What follows belongs to an exercise in optimizing a design on an open flow for small area, a short achievable clock period and few clock cycles; a production flow would make more cautious choices. Function was not checked in any run shown here: the RTL went through the layout flow alone.

==> flow/design.v <==
module tans_enc (
    input  wire        clk,
    input  wire        rst,         
    input  wire        in_valid,
    output wire        in_ready,
    input  wire        in_init,     
    input  wire [7:0]  in_sym,
    input  wire [4:0]  in_lane,
    output wire        t_rd,
    output wire [7:0]  t_addr,
    input  wire [11:0] t_freq,
    input  wire [11:0] t_cum,
    output reg         w_valid,
    output reg  [15:0] w_data,
    output wire        idle,
    output reg         sym_err,     
    output reg  [7:0]  err_sym,     
    input  wire [4:0]  x_lane,
    output wire [26:0] x_out
);
    localparam LOG2M = 11;
    localparam [26:0] M = 27'd1 << LOG2M;
    localparam integer S = 6;
    function integer nb;
        input integer k;
        begin
            case (k)
            1: nb = 3;
            2: nb = 3;
            3: nb = 3;
            4: nb = 3;
            5: nb = 2;
            6: nb = 2;
            default: nb = 0;
            endcase
        end
    endfunction
    function [27:0] dstep;
        input [11:0] r;
        input [15:0] dq;
        input [11:0] f;
        reg   [12:0] t;
        reg   [13:0] d;
        begin
            t = {r, dq[15]};
            d = {1'b0, t} - {2'b00, f};
            if (!d[13]) dstep = {d[11:0], dq[14:0], 1'b1};
            else        dstep = {t[11:0], dq[14:0], 1'b0};
        end
    endfunction
    reg  [27*32-1:0] xs;                 
    reg        v1;
    reg [4:0]  lane1;
    reg [7:0]  sym1;
    reg [S:1]      vd;
    reg [5*S-1:0]  laned;
    reg [12*S-1:0] fd, cd, rd;
    reg [16*S-1:0] dqd;
    wire busy = v1 | (|vd);
    reg hazard;
    integer k;
    always @* begin
        hazard = v1 && lane1 == in_lane;
        for (k = 1; k <= S - 1; k = k + 1)
            hazard = hazard | (vd[k] && laned[5*(k-1) +: 5] == in_lane);
    end
    assign idle     = !busy;
    assign in_ready = in_init ? !busy : !hazard;
    wire   accept   = in_valid && in_ready;
    assign t_rd   = in_valid && !in_init;
    assign t_addr = in_sym;
    wire [4:0]  ra    = busy ? lane1 : x_lane;
    reg  [26:0] x_cur;
    integer n;
    always @* begin
        x_cur = 27'd0;
        for (n = 0; n < 32; n = n + 1)
            x_cur = x_cur | (xs[27*n +: 27] & {27{ra == n}});
    end
    assign x_out = x_cur;
    wire        f_ok   = t_freq != 12'd0;
    wire        need_w = {1'b0, x_cur[26:16]} >= t_freq;
    wire [26:0] x_ren  = need_w ? {16'd0, x_cur[26:16]} : x_cur;
    reg [28*S-1:0] dq_out;
    always @* begin : div
        reg [27:0] q;
        integer g;
        for (g = 1; g <= S; g = g + 1) begin
            q = {rd[12*(g-1) +: 12], dqd[16*(g-1) +: 16]};
            for (k = 0; k < nb(g); k = k + 1)
                q = dstep(q[27:16], q[15:0], fd[12*(g-1) +: 12]);
            dq_out[28*(g-1) +: 28] = q;
        end
    end
    wire [27:0] qs    = dq_out[28*(S-1) +: 28];
    wire [26:0] x_new = {qs[15:0], 11'd0} + {15'd0, cd[12*(S-1) +: 12]} + {15'd0, qs[27:16]};
    always @(posedge clk) begin
        lane1 <= in_lane;
        sym1  <= in_sym;
        laned <= {laned[5*(S-1)-1:0], lane1};
        fd    <= {fd[12*(S-1)-1:0], t_freq};
        cd    <= {cd[12*(S-1)-1:0], t_cum};
        for (k = 1; k < S; k = k + 1) begin
            rd[12*k +: 12]  <= dq_out[28*(k-1) + 16 +: 12];
            dqd[16*k +: 16] <= dq_out[28*(k-1) +: 16];
        end
        rd[11:0]  <= {1'b0, x_ren[26:16]};
        w_data    <= x_cur[15:0];
        dqd[15:0] <= x_ren[15:0];
        if (rst) begin
            v1      <= 1'b0;
            vd      <= {S{1'b0}};
            w_valid <= 1'b0;
            sym_err <= 1'b0;
            err_sym <= 8'd0;
        end else begin
            v1 <= accept && !in_init;
            vd <= {vd[S-1:1], v1 && f_ok};
            w_valid <= v1 && f_ok && need_w;
            if (v1 && !f_ok && !sym_err) begin
                sym_err <= 1'b1;
                err_sym <= sym1;
            end
            if (accept && in_init) begin
                sym_err <= 1'b0;
                err_sym <= 8'd0;
            end
        end
    end
    wire        init_we = !rst && accept && in_init;
    wire        upd_we  = !rst && vd[S];
    wire [26:0] wbus    = init_we ? M : x_new;
    genvar j;
    generate
        for (j = 0; j < 32; j = j + 1) begin : lanes
            always @(posedge clk)
                if (init_we || (upd_we && laned[5*(S-1) +: 5] == j))
                    xs[27*j +: 27] <= wbus;
        end
    endgenerate
endmodule
==> flow/run.sh <==
#!/bin/bash
# synth_recipe.tcl (not shown) runs the flow's synth.tcl, then flattens the netlist and writes it again
# the make line also repeats each setting of config.mk as NAME=value (left out here)
make -C /OpenROAD-flow-scripts/flow DESIGN_CONFIG=/design/flow/config.mk WORK_HOME=/design/flow/orfs CLKGATE_MAP_FILE= SYNTH_SCRIPT=/design/flow/synth_recipe.tcl finish
==> flow/config.mk <==
export PLATFORM = sky130hd
export DESIGN_NAME = tans_enc
export DESIGN_NICKNAME = tans_enc
export VERILOG_FILES = /design/flow/design.v
export SDC_FILE = /design/flow/constraint.sdc
export NUM_CORES = 4
export LEC_CHECK = 0
export CAP_MARGIN = 20
export CORE_MARGIN = 2
export CORE_UTILIZATION = 40
export SLEW_MARGIN = 20
==> flow/constraint.sdc <==
create_clock -name core_clock -period 10.0 [get_ports {clk}]
set_input_delay 2.0000 -clock core_clock [delete_from_list [all_inputs] [get_ports {clk}]]
set_output_delay 2.0000 -clock core_clock [all_outputs]
set_load 0.01 [all_outputs]
==> impl_metrics.env, run 1 <==
export IMPL_drv_slew=0
export IMPL_crit_required_ps=8000
export IMPL_period_needed_ps=9250
export IMPL_syn_to_final_growth_pct=16.7
export IMPL_wirelength_um=171000
export IMPL_grt_max_degree=35
export IMPL_final_util_pct=47.2
export IMPL_final_instance_count_excl_fill=6009
export IMPL_cts_num_sinks=1251
export IMPL_fillers=11400
export IMPL_ctsHoldBuffers=0
export IMPL_fin_skew_ps=27.6
export IMPL_num_io_pins=110
export IMPL_final_nets=4459
export IMPL_synthCells=3912
export IMPL_grt_antenna_before_repair=3
export IMPL_setup_viol=0
export IMPL_place_inst=5776
export IMPL_netlist_area_sq_um=52500
export IMPL_r2r_slack_ps=890
export IMPL_r2r_start="fd[61]"
export IMPL_grt_pass1_vias=33900
export IMPL_fin_crit_sh_pct=92.5
export IMPL_placement_io_buffers=109
export IMPL_rsz0062_at_grt="false"
export IMPL_maxCapViolations=0
export IMPL_layout_commonest_cell="edfxtp_1"
export IMPL_initial_core_util_pct=40.4
export IMPL_clockRootBuffer="clkbuf_16"
export IMPL_hold_class="reg -> reg"
export IMPL_tightest_slew_ps=1240
export IMPL_status="complete, no violations"
export IMPL_fp_dieH_um=366
export IMPL_holdPathEnd="cd[64]"
export IMPL_drc=0
export IMPL_yosysTopAreaCellShare_pct=49.4
export IMPL_cp_max_fo=34
export IMPL_drtIter0Drc=4517
export IMPL_startpoint_type="flop"
export IMPL_fmax_mhz=108
export IMPL_clk_pin_slew_worst_paths_ps=60
export IMPL_syn_num_nets=4202
export IMPL_cts_resized=0
export IMPL_synth_main_ff_cell="edfxtp_1"
export IMPL_num_vias=35700
export IMPL_avgRoutedWirePerCell_um=28.4
export IMPL_design_area_sq_um=61300
export IMPL_grt_ovfl_total=0
export IMPL_clk_latency_ps=770
export IMPL_placed_area_sq_um=57000
export IMPL_synth_area_leaders="edfxtp_1 49%, dfxtp_1 15%, ha_1 5.4%"
export IMPL_final_setup_tns_ps=0
export IMPL_ys_seq_elements=1251
export IMPL_cts_max_level=4
export IMPL_clk_path_buf_depth=3
export IMPL_syn_area_per_cell_sq_um=13.4
export IMPL_final_hold_viol_count=0
export IMPL_mostFrequentLayoutCells="864 x edfxtp_1, 387 x dfxtp_1, 226 x ha_1"
export IMPL_synthArstFlopShare_pct=0
export IMPL_slew_headroom_pct=17.0
export IMPL_numCtsBuffers=132
export IMPL_r2r_end="xs[106]"
export IMPL_rows=132
export IMPL_dp_hpwl_um=106000
export IMPL_synth_edff_count=864
export IMPL_grt_pass1_wl_um=242000
export IMPL_cts_tree="yes"
export IMPL_post_cts_buffers=0
export IMPL_min_from="cd[52]"
export IMPL_synth_warnings=1
export IMPL_r2r_cells=34
export IMPL_criticalPathCategory="reg -> out"
export IMPL_placeableCoreArea_sq_um=130000
export IMPL_drt_pass1_iter_count=6
export IMPL_die_x_um=366
export IMPL_endpoint_kind="output pin"
export IMPL_detail_route_vias_per_cell=5.95
export IMPL_ant_nets=0
export IMPL_synth_largest_area_cell="edfxtp_1"
export IMPL_seq_area_frac_synth_pct=64.1
export IMPL_critPathArrivalTime_ps=7250
export IMPL_drive_gt1_share_pct=13.2
export IMPL_dieArea_sq_um=134000
export IMPL_gp_congestion=0.879
export IMPL_synth_distinct_cells=95
export IMPL_grt_use_total_pct=24.9
export IMPL_hold_depth=0
==> metal layers <==
layer	GRT usage (%)	share of wire, %
met5	0.178	0
met1	32.1	39
met3	5.90	10
met4	11.2	4.9
met2	39.8	46
==> flip-flops by register name, summed over array words and instances (netlist names), 6 cells and up <==
name	count
w_data	16
xs	864
vd	6
err_sym	8
sym1	8
fd	72
laned	30
cd	72
rd	71
dqd	96
==> final cells by class <==
cell class / instances / area [sq um] / area share (%)
repair buffers: 260 / 2240 / 3.65
flip-flops and latches: 1251 / 33700 / 55.0
inverters: 197 / 739 / 1.21
well taps: 1742 / 2180 / 3.55
diodes: 1 / 2.50 / 0.00408
multi-input cells: 2327 / 18200 / 29.7
clock inverters: 50 / 518 / 0.845
clock buffers: 181 / 3730 / 6.09
==> logic make-up (layout without fill, tap and decap cells) <==
group	after synthesis	after routing	share of synthesized area, %
adder cells (fa/ha/maj)	244	244	6.07
multiplexers	165	165	3.44
other	0	1	0
buffers and inverters	334	688	2.56
XOR/XNOR	160	160	2.67
flip-flops	1251	1251	64.1
AND/OR/NAND/NOR	738	738	7.05
AO/OA/AOI/OAI	1020	1020	14.1
==> worst max-delay path by stage <==
stage,start,end,slack (ps),cells after the start
global route,fd[61],xs[25],140,34
finish,vd[4],x_out[5],750,11
CTS,vd[4],x_out[5],770,11
detailed placement,fd[61],xs[368],850,33
global placement,fd[61],xs[611],1000,33
floorplan,fd[61],xs[106],1500,33
==> metrics by stage <==
step           worst slack [ps]  hold WS, ps
2_1_floorplan              1500          310
3_3_place_gp               1000          310
3_5_place_dp                849          312
4_1_cts                     766          312
5_1_grt                     144          314
6_report                    748          318
==> worst max-delay path: stages (launching register included) <==
cell and delay (ps):
dfxtp_1 350, nor4_4 760, nand2_2 700, inv_2 940, mux2_2 830, buf_4 450, nor2_1 120, buf_4 210
a222oi_1 380, o2111ai_1 270, or4_1 830, clkdlybuf4s50_1 590
==> cell usage after synthesis (59+ instances only) <==
master and n:
nor3_1 59, o21ai_0 156, a221oi_1 59, a21oi_1 129
inv_1 196, edfxtp_1 864, nand2_1 180, ha_1 226
xnor2_1 85, dfxtp_1 387, nor2_1 171, clkbuf_1 85
a22oi_1 210, mux2_2 89, mux2i_1 65, a22o_1 84
xor2_1 75
==> inputs of run 2 (changes only) <==
==> flow/design.v (replaced) <==
module tans_enc (
    input  wire        clk,
    input  wire        rst,         
    input  wire        in_valid,
    output wire        in_ready,
    input  wire        in_init,     
    input  wire [7:0]  in_sym,
    input  wire [4:0]  in_lane,
    output wire        t_rd,
    output wire [7:0]  t_addr,
    input  wire [11:0] t_freq,
    input  wire [11:0] t_cum,
    output wire        w_valid,
    output wire [15:0] w_data,
    output wire        idle,
    output reg         sym_err,     
    output reg  [7:0]  err_sym,     
    input  wire [4:0]  x_lane,
    output wire [26:0] x_out
);
    localparam LOG2M = 11;
    localparam [26:0] M = 27'd1 << LOG2M;
    localparam [1:0] S_IDLE = 2'd0,
                     S_LOOK = 2'd1,
                     S_DIV  = 2'd2,
                     S_UPD  = 2'd3;
    reg [1:0]  state;
    reg [26:0] xe [0:31];
    reg [7:0]  sym;
    reg [4:0]  lane;
    reg [11:0] cum;
    reg [26:0] rem;           
    reg [26:0] dsh;           
    reg [3:0]  qbit;
    reg [15:0] q;
    wire [26:0] x_cur   = xe[lane];
    wire        need_w  = {1'b0, x_cur} >= {t_freq, 16'd0};
    wire [26:0] x_ren   = need_w ? {16'd0, x_cur[26:16]} : x_cur;
    wire        q_take  = rem >= dsh;
    assign in_ready = (state == S_IDLE);
    assign idle     = (state == S_IDLE);
    assign t_rd   = (state == S_IDLE) && in_valid && !in_init;
    assign t_addr = in_sym;
    assign w_valid = (state == S_LOOK) && (t_freq != 12'd0) && need_w;
    assign w_data  = x_cur[15:0];
    assign x_out = xe[x_lane];
    integer i;
    always @(posedge clk) begin
        if (rst) begin
            state   <= S_IDLE;
            sym_err <= 1'b0;
            err_sym <= 8'd0;
        end else begin
            case (state)
            S_IDLE: begin
                if (in_valid) begin
                    if (in_init) begin
                        for (i = 0; i < 32; i = i + 1)
                            xe[i] <= M;
                        sym_err <= 1'b0;
                        err_sym <= 8'd0;
                    end else begin
                        sym   <= in_sym;
                        lane  <= in_lane;
                        state <= S_LOOK;
                    end
                end
            end
            S_LOOK: begin
                if (t_freq == 12'd0) begin
                    if (!sym_err) begin
                        sym_err <= 1'b1;
                        err_sym <= sym;
                    end
                    state <= S_IDLE;
                end else begin
                    cum   <= t_cum;
                    rem   <= x_ren;
                    dsh   <= {t_freq, 15'd0};
                    qbit  <= 4'd15;
                    q     <= 16'd0;
                    state <= S_DIV;
                end
            end
            S_DIV: begin
                if (q_take) begin
                    rem     <= rem - dsh;
                    q[qbit] <= 1'b1;
                end
                dsh  <= dsh >> 1;
                qbit <= qbit - 4'd1;
                if (qbit == 4'd0)
                    state <= S_UPD;
            end
            S_UPD: begin
                xe[lane] <= {q, 11'd0} + {15'd0, cum} + rem;
                state    <= S_IDLE;
            end
            default: state <= S_IDLE;
            endcase
        end
    end
endmodule
==> run 2 against run 1 <==
  * Clock skew up 8.2 ps
  * Via count up 0.95%
  * Register-to-register slack better by 3400 ps
  * Setup slack better by 940 ps
  * Critical path type unchanged
  * Cell count down 7.3%
  * Fmax up 11%
  * Die area down 1.4%
  * Critical endpoint is now w_valid
  * Flip-flop and latch count down 272
==> impl_metrics.env, run 2 <==
export IMPL_clk_latency_ps=740
export IMPL_startpoint_type="flop"
export IMPL_hold_class="reg -> reg"
export IMPL_holdPathEnd="state[0]"
export IMPL_r2r_end="rem[10]"
export IMPL_cp_common_cell="o21a_1"
export IMPL_synth_warnings=1
export IMPL_drv_slew=0
export IMPL_slowest_stage="dfxtp_4"
export IMPL_syn_area_per_cell_sq_um=13.8
export IMPL_die_x_um=364
export IMPL_dieArea_sq_um=132000
export IMPL_drc=0
export IMPL_synth_distinct_cells=69
export IMPL_netlist_area_sq_um=51800
export IMPL_clockRootBuffer="clkbuf_16"
export IMPL_synth_edff_count=931
export IMPL_setup_viol=0
export IMPL_synthCells=3749
export IMPL_r2r_slack_ps=4300
export IMPL_top_register="xe"
export IMPL_syn_num_nets=3895
export IMPL_fmax_mhz=120
export IMPL_grt_ovfl_total=0
export IMPL_grt_max_degree=106
export IMPL_numCtsBuffers=108
export IMPL_period_needed_ps=8310
export IMPL_drtIter0Drc=5588
export IMPL_hold_depth=2
export IMPL_wirelength_um=191000
export IMPL_drt_pass1_iter_count=6
export IMPL_critPathArrivalTime_ps=6310
export IMPL_top_regs="xe: 864 flops, dsh: 27 flops, rem: 27 flops"
export IMPL_cts_num_sinks=979
export IMPL_syn_to_final_growth_pct=13.4
export IMPL_cts_resized=0
export IMPL_maxCapViolations=0
export IMPL_clk_path_buf_depth=3
export IMPL_grt_antenna_before_repair=3
export IMPL_final_setup_tns_ps=0
export IMPL_placement_io_buffers=109
export IMPL_yosysTopAreaCellShare_pct=54.0
export IMPL_highest_layer="met5"
export IMPL_worst_path_buf_inv=2
export IMPL_drive_gt1_share_pct=24.4
export IMPL_criticalPathCategory="reg -> out"
export IMPL_gp_congestion=0.889
export IMPL_synthArstFlopShare_pct=0
export IMPL_final_hold_viol_count=0
export IMPL_synth_main_ff_cell="edfxtp_1"
export IMPL_dp_hpwl_um=107000
export IMPL_ctsHoldBuffers=0
export IMPL_synth_largest_area_cell="edfxtp_1"
export IMPL_min_from="state[0]"
export IMPL_synth_common_cells="931 x edfxtp_1, 885 x nor2_1, 469 x mux4_2"
export IMPL_post_cts_buffers=0
export IMPL_slew_headroom_pct=20.7
export IMPL_ant_nets=0
export IMPL_detail_route_vias_per_cell=6.48
export IMPL_ff_latch_area_sq_um=28900
export IMPL_tightest_slew_ps=1190
export IMPL_ys_seq_elements=979
export IMPL_rsz0062_at_grt="false"
export IMPL_synth_area_leaders="edfxtp_1 54%, mux4_2 20%, nor2_1 6.4%"
export IMPL_grt_pass1_vias=35100
export IMPL_wl_met1_um=71600
export IMPL_seq_area_frac_synth_pct=55.9
export IMPL_mostFrequentLayoutCells="931 x edfxtp_1, 884 x nor2_1, 469 x mux4_2"
export IMPL_rows=131
export IMPL_initial_core_util_pct=40.4
export IMPL_yosysMostFrequentCell="edfxtp_1"
export IMPL_route_met3_wl_um=24400
export IMPL_fillers=11200
export IMPL_cts_max_level=3
export IMPL_fp_dieH_um=364
export IMPL_crit_family="multiplexers"
export IMPL_final_nets=3892
export IMPL_fin_crit_sh_pct=83.1
export IMPL_cp_max_fo=36
export IMPL_avgRoutedWirePerCell_um=34.2
export IMPL_layout_commonest_cell="edfxtp_1"
export IMPL_grt_use_total_pct=28.7
export IMPL_fin_skew_ps=35.8
export IMPL_path_cells="buf_4 -> mux4_2 -> mux4_2 -> mux2i_1 -> ha_1 -> nor2b_1 -> o21a_1 -> o21a_1 -> o21ai_0 -> o21a_1 -> o31ai_4 -> nor2b_1 -> clkdlybuf4s50_1"
export IMPL_placeableCoreArea_sq_um=128000
export IMPL_r2r_cells=13
export IMPL_clk_pin_slew_worst_paths_ps=60
export IMPL_cts_tree="yes"
export IMPL_max_stage_delay_ps=870
export IMPL_met2WireLength_um=85600
export IMPL_grt_pass1_wl_um=266000
export IMPL_crit_required_ps=8000
export IMPL_largest_reg_flops=864
export IMPL_num_io_pins=110
export IMPL_status="complete, no violations"
export IMPL_num_vias=36100
export IMPL_endpoint_kind="output pin"
export IMPL_multi_input_area_sq_um=21500
run 2: how the worst max path moves through the flow:
stage	start	endpoint	slack (ps)	cells past startpoint
6_report	flop	w_valid	1690	13
2_1_floorplan	x_lane[0]	x_out[0]	3460	6
5_1_grt	flop	w_valid	1420	12
3_3_place_gp	flop	w_valid	2460	12
4_1_cts	flop	w_valid	1690	12
3_5_place_dp	flop	w_valid	2440	12
run 2: per-layer routing:
metal	up-vias	track usage, %
li1	14300	-
met1	18600	39.0
met2	2696	43.7
met3	493	7.20
met4	4	12.4
met5	-	0
run 2: layout make-up:
| class | instances | share of cell area [%] |
|---|---|---|
| antenna | 1 | 0.00426 |
| clock buffer | 137 | 4.97 |
| clock inverter | 67 | 1.35 |
| inverter | 73 | 0.467 |
| multi-input combinational | 2344 | 36.6 |
| sequential | 979 | 49.3 |
| tap | 1729 | 3.69 |
| timing repair buffer | 240 | 3.66 |
run 2: kinds of logic (layout without fill, tap and decap cells):
group / after synthesis / in the layout / share of synthesized area (%)
multiplexers: 625 / 625 / 23.6
flip-flops: 979 / 979 / 55.9
other: 0 / 1 / 0
adder cells (fa/ha/maj): 100 / 100 / 2.46
XOR/XNOR: 47 / 47 / 0.795
buffers and inverters: 426 / 517 / 3.38
AO/OA/AOI/OAI: 335 / 335 / 4.08
AND/OR/NAND/NOR: 1237 / 1237 / 9.86
run 2: tightest hold or removal path, stage by stage (launching register included):
cell	delay [ps]
dfxtp_1	340
nand2_1	70
a21oi_1	50
run 2: per-stage QoR:
step | instance area (sq um) | setup slack (ps) | cells | hold slack [ps] | utilization (%)
global placement | 55000 | 2460 | 5365 | 478 | 42.9
global route | 58700 | 1420 | 5569 | 515 | 45.9
CTS | 58700 | 1690 | 5569 | 500 | 45.9
finish | 58700 | 1690 | 5570 | 501 | 45.9
detailed placement | 55000 | 2440 | 5365 | 488 | 43.0
floorplan | 51800 | 3460 | 3749 | 466 | -

port drivers added, routing unchanged:
The results above use ideal ports. As a check the final layouts listed here were re-extracted and re-timed, cells and wires unchanged.
Step 1 (the two cells are an assumption about what drives the block):
set clk [get_ports {clk}]
set_driving_cell -lib_cell sky130_fd_sc_hd__clkbuf_16 $clk
set_driving_cell -lib_cell sky130_fd_sc_hd__buf_2 [delete_from_list [all_inputs] $clk]
Step 2 moves the port delays by t, midway between the first and last clock arrival at a register: inputs arrive t later, outputs are due t later. That takes back most of the time a late clock gives input paths.
Slacks: ideal / step 1 / step 2; pairs: ideal / step 1.
run | t, ns | slack for setup (ns) | worst data-port slew with drivers (ns) | pins driven straight from the clock port
run 1 | 0.825 | 0.748 / 0.677 / 0.888 | 0.05 | 1
run 2 | 0.799 | 1.689 / 1.607 / 2.406 | 0.12 | 1
After both steps every run listed still meets setup and hold.
